This is an optimization exercise on Yosys and OpenROAD, whose aim is small area, a short achievable clock period and few clock cycles, not a production implementation. Power is estimated from default activity; no workload was simulated.

==> inputs of v38 <==
==> flow/design.v (excerpt) <==
module sm1_codec (
    input  wire        clk,
    input  wire        rst,           
    input  wire        cmd_valid,
    output wire        cmd_ready,
    input  wire [31:0] cmd_data,
    input  wire        cmd_last,
    input  wire [31:0] ts_in,         
    output wire        rsp_valid,
    input  wire        rsp_ready,
    output wire [31:0] rsp_data,
    output wire        rsp_last
);
    localparam G_DEC = 2'd0, G_STATS = 2'd1, G_FRAME = 2'd2;
    reg        cfg_ver, cfg_cken, cfg_rxdir;
    reg        lt7, lt9, lt10;        
    reg [63:0] s0, s1;                
    reg [3:0]  len0, len1;
    reg [7:0]  wsum0, wsum1;
    reg [31:0] ok0, ok1, ckf0, ckf1, mal0, mal1, lts0, lts1;
    reg        seen0, seen1;
    reg        cv, cc;                
    reg        c_feed, c_dec, c_enc, c_rsta, c_rsts, c_rdst, c_wrcfg, c_rdcfg, c_badop;
    reg        c_mid, c_resx;         
    reg        c_ch, c_b26, c_b25;
    reg [7:0]  c_lo;
    reg        c_b02, c_b03;          
    reg [31:0] c_ts;
    reg [6:0]  c_cnt;                 
    reg        c_badlen;
    reg [63:0] opr;                   
    reg        fl1, fl2, fl3, fl4;    
    reg [7:0]  osa, osr;              
    reg        cst;                   
    reg        gbusy;
    reg [2:0]  gk;                    
    reg [4:0]  grem;                  
    reg        ex_r;                  
    reg [1:0]  gtype, x_rt;
    reg        x_ch, x_ver, x_opr;
    reg [31:0] w0r;
    reg        q0v, q1v, q0l, q1l;
    reg [31:0] q0d, q1d;
    reg        pend_v;                
    reg        rdy;
    assign cmd_ready = rdy;
    assign rsp_valid = q0v;
    assign rsp_data  = q0d;
    assign rsp_last  = q0l;
    function [7:0] add8(input [7:0] a, input [7:0] b);
        reg [7:0] g, p, gg, pp, g2, p2;
        integer i;
        begin
            g = a & b; p = a ^ b;
            gg = g; pp = p;
            for (i = 1; i < 8; i = i + 1) begin
                g2[i] = gg[i] | (pp[i] & gg[i-1]); p2[i] = pp[i] & pp[i-1];
            end
            g2[0] = gg[0]; p2[0] = pp[0];
  ...
==> flow/config.mk <==
export PLATFORM = sky130hd
export DESIGN_NAME = sm1_codec
export DESIGN_NICKNAME = sm1_codec
export VERILOG_FILES = /design/flow/design.v
export SDC_FILE = /design/flow/constraint.sdc
export NUM_CORES = 4
export LEC_CHECK = 0
export CAP_MARGIN = 20
export CORE_MARGIN = 2
export CORE_UTILIZATION = 40
export SLEW_MARGIN = 20
==> flow/constraint.sdc <==
create_clock -name core_clock -period 10.0 [get_ports {clk}]
set_input_delay 2.0000 -clock core_clock [delete_from_list [all_inputs] [get_ports {clk}]]
set_output_delay 2.0000 -clock core_clock [all_outputs]
set_load 0.01 [all_outputs]
standard.sh (not shown) runs the stock make flow with config.mk's settings and CLKGATE_MAP_FILE= SYNTH_SCRIPT=/design/flow/synth_recipe.tcl, a recipe that flattens the netlist after the stock synthesis.
==> flow/flow/run.sh <==
#!/bin/bash
set -euo pipefail
bash standard.sh SETUP_SLACK_MARGIN=6 finish > standard.log 2>&1
==> inputs of v17, as changes to v38 <==
--- a/flow/design.v
+++ b/flow/design.v
@@ -80,15 +80,14 @@
     reg        c_b02, c_b03;          
     reg [31:0] c_ts;
     reg [6:0]  c_cnt;                 
     reg        c_badlen;
     reg [63:0] opr;                   
     reg        fl1, fl2, fl3, fl4;    
     reg [7:0]  osa, osr;              
-    reg        cst;                   
     reg        gbusy;
     reg [2:0]  gk;                    
     reg [4:0]  grem;                  
     reg        ex_r;                  
     reg [1:0]  gtype, x_rt;
     reg        x_ch, x_ver, x_opr;
     reg [31:0] w0r;
@@ -125,14 +124,21 @@
     function [15:0] csa(input [7:0] a, input [7:0] b, input [7:0] c);
         reg [7:0] t;
         begin
             t = (a & b) | (a & c) | (b & c);
             csa = {t[6:0], 1'b0, a ^ b ^ c};
         end
     endfunction
+    function sum_is(input [7:0] a, input [7:0] b, input [7:0] c);
+        reg [7:0] cy;
+        begin
+            cy = (a & b) | ((a ^ b) & ~c);
+            sum_is = ((a ^ b ^ c) == {cy[6:0], 1'b0});
+        end
+    endfunction
     function [31:0] sat_inc(input [31:0] x);
         reg [31:0] a, b;
         integer i, d;
         begin
             a = x;                        
             for (d = 1; d < 32; d = d * 2) begin
                 b = a;
@@ -186,18 +192,20 @@
     wire       e_ch  = c_dec ? 1'b0 : c_ch;
     wire       e_n9  = c_dec ? c_b26 : !lt7;
     wire       e_n10 = c_dec ? (c_b26 & c_b25) : lt10;
     wire [7:0]  top0 = ({8{lt7}} & s0[39:32]) | ({8{lt9}} & s0[55:48]) | ({8{lt10}} & s0[63:56]);
     wire [7:0]  top1 = ({8{lt7}} & s1[39:32]) | ({8{lt9}} & s1[55:48]) | ({8{lt10}} & s1[63:56]);
     wire [7:0] d_cks  = e_n10 ? opr[63:56] : (e_n9 ? opr[55:48] : opr[39:32]);
     wire [7:0] cks_rx = c_dec ? d_cks : (c_ch ? top1 : top0);
-    wire [7:0] csum   = c_dec ? osr : (c_ch ? wsum1 : wsum0);
+    wire [7:0] osa4   = add8(osa, opr[31:24]);
+    wire [7:0] csum   = c_dec ? (c_b26 ? osr : osa4) : (c_ch ? wsum1 : wsum0);
     wire       ck0    = cfg_cken && (wsum0 != top0);
     wire       ck1    = cfg_cken && (wsum1 != top1);
-    wire       ckbad  = c_dec ? (cfg_cken && (osr != d_cks)) : (c_ch ? ck1 : ck0);
+    wire       ckd    = c_b26 ? (osr != d_cks) : !sum_is(osa, opr[31:24], opr[39:32]);
+    wire       ckbad  = c_dec ? (cfg_cken && ckd) : (c_ch ? ck1 : ck0);
     wire [1:0] rec_rt = e_dir ? 2'd3 : ((e1[7:3] == 5'd0) ? 2'd1 : 2'd2);
     wire [3:0] lrx  = {lt9 | lt10, lt7, lt7 | lt10, lt7 | lt9};
     wire       ate0 = lt7 ? (len0 == 4'd6) : (lt9 ? (len0 == 4'd8) : (len0 == 4'd9));
     wire       ate1 = lt7 ? (len1 == 4'd6) : (lt9 ? (len1 == 4'd8) : (len1 == 4'd9));
     wire       at_end = c_ch ? ate1 : ate0;
     wire       f_done = at_end && c_b03;      
     wire       f_mal  = at_end && !c_b03;     
@@ -310,18 +318,17 @@
     wire       x_opr_n = exec ? c_opr : x_opr;
     wire       q1v_n   = q1v ? !pop : (q0v && push && !pop);
     wire       q0v_n   = q1v ? 1'b1 : (push || (q0v && !pop));
     wire       single  = illegal || c_rsta || c_rsts || c_wrcfg || c_rdcfg || (c_feed && !f_done) ||
                          (c_enc && field != 4'd0) || (c_dec && (d_lenbad || d_stx || d_etx));
     wire       gfree_n = exec ? (single && (direct || !q1v_n))
                               : (!gbusy_n || (!q1v_n && (gpush ? grem[1] : grem[0])));
-    wire       cst_n   = !take_hdr && cc;
     wire       cdec_n  = ld_hdr ? (i_op == 4'h2) : c_dec;
     wire       cb26_n  = ld_hdr ? cmd_data[26] : c_b26;
-    wire       sched_n = cc_n && gfree_n && (!cdec_n || cb26_n || cst_n) && !(exec && c_wrcfg);
+    wire       sched_n = cc_n && gfree_n && !(exec && c_wrcfg);
     wire       ex_n    = cv_n && sched_n;
     wire       rdy_n   = !cv_n || sched_n || (!cc_n && !(gbusy_n && x_opr_n));
     wire legal    = exec && !illegal;
     wire do_feed  = legal && c_feed;
     wire do_rstst = legal && c_rsts;
     wire do_rstas = legal && c_rsta;
     wire do_wrcfg = legal && c_wrcfg;
@@ -341,25 +348,25 @@
     wire       od_n  = cenc_n || (cdec_n && cb26_n);
     wire [15:0] oca  = csa(opr[7:0], opr[15:8], opr[23:16]);
     wire [15:0] ocb  = csa(osa, opr[31:24], o_n9 ? opr[39:32] : 8'd0);
     wire [15:0] ocb2 = csa(ocb[7:0], ocb[15:8], o_n9 ? opr[47:40] : 8'd0);
     wire [15:0] ocb3 = csa(ocb2[7:0], ocb2[15:8], o_n10 ? opr[55:48] : 8'd0);
     always @(posedge clk) begin
         if (rst) begin
-            cv <= 1'b0; cc <= 1'b0; cst <= 1'b0;
+            cv <= 1'b0; cc <= 1'b0;
             gbusy <= 1'b0;
             q0v <= 1'b0; q1v <= 1'b0;
             pend_v <= 1'b0;
             rdy <= 1'b1;
             ex_r <= 1'b0;
             x_opr <= 1'b0;
             sclr  <= 1'b1;
             c_dec <= 1'b0; c_enc <= 1'b0;
         end else begin
-            cv <= cv_n; cc <= cc_n; cst <= cst_n;
+            cv <= cv_n; cc <= cc_n;
             gbusy <= gbusy_n;
             q0v <= q0v_n; q1v <= q1v_n;
             pend_v <= do_feed && (f_done || f_mal);
             rdy <= rdy_n;
             ex_r <= ex_n;
             x_opr <= x_opr_n;
             sclr  <= do_wrcfg && cfg_chg;
==> results.yml <==
run_status:
  status: "no timing/DRC/antenna violations"
route:
  met2_length_microns: 58600
  drt_iter0_drc: 4183
  routed_wl_microns: 140000
pwr:
  power.net_switching_w: 0.00227
logic_synthesis:
  avgSynthCellArea_sq_um: 8.88
  ys_seq_area_frac: 0.441
  syn_area_sq_mm: 0.0368
  synth_mux_area_frac: 0.0557
critical_path:
  crit_path_top_delay_cell: "o41ai_1"
  startpoint: "x_ch"
cells_and_area:
  area_delta_synth_final_pct: 12.5
  nNetsFinal: 4264
clocking:
  numCtsBuffers: 80
(the above is from v38)
==> results.yml <==
cells_and_area:
  area_delta_synth_final_pct: 13.8
  nNetsFinal: 4403
pwr:
  power.net_switching_w: 0.00219
  power-top-group: "registers"
run_status:
  status: "no timing/DRC/antenna violations"
clocking:
  post-cts-setup-buffer-count: 15
  hold_buffers: 0
route:
  drt_iter0_drc: 4531
  routed_wl_microns: 145000
  met2_length_microns: 61400
logic_synthesis:
  synth_mux_area_frac: 0.0505
  ys_seq_area_frac: 0.438
  avgSynthCellArea_sq_um: 8.75
min_path:
  hold-path-cell-count: 2
critical_path:
  crit_path_top_delay_cell: "a211oi_1"
  startpoint: "gk[2]"
  worstPathMaxFanout: 23
(the above is from v17)
No run of this note included a check of the RTL's function; only the layout flow was run.

==> re-timing with driven ports <==
Ports are ideal in the flow. The routed layouts listed here were re-timed in OpenROAD.
Step 1 sets driving cells, clkbuf_16 on the clock port and buf_2 on the other inputs (assumed; they add their load-dependent delay and slew).
Step 2 times the ports against the registers' clock, not the clock port: input delays grow and output delays shrink by t, the midpoint of the rising clock arrivals with the driver on.
Slacks: no drivers / after step 1 / after step 2; pairs: no drivers / after step 1.
run | t (ns) | slack for setup (ns) | worst setup path after step 2
v38 | 0.736 | 6.061 / 6.061 / 5.563 | input to register
v17 | 0.736 | 6.075 / 6.075 / 5.636 | input to register
After both steps every run listed still meets setup and hold. The setup slack of v38, which loses most, moves by 0.000 ns with the drivers and by -0.498 ns with both steps.
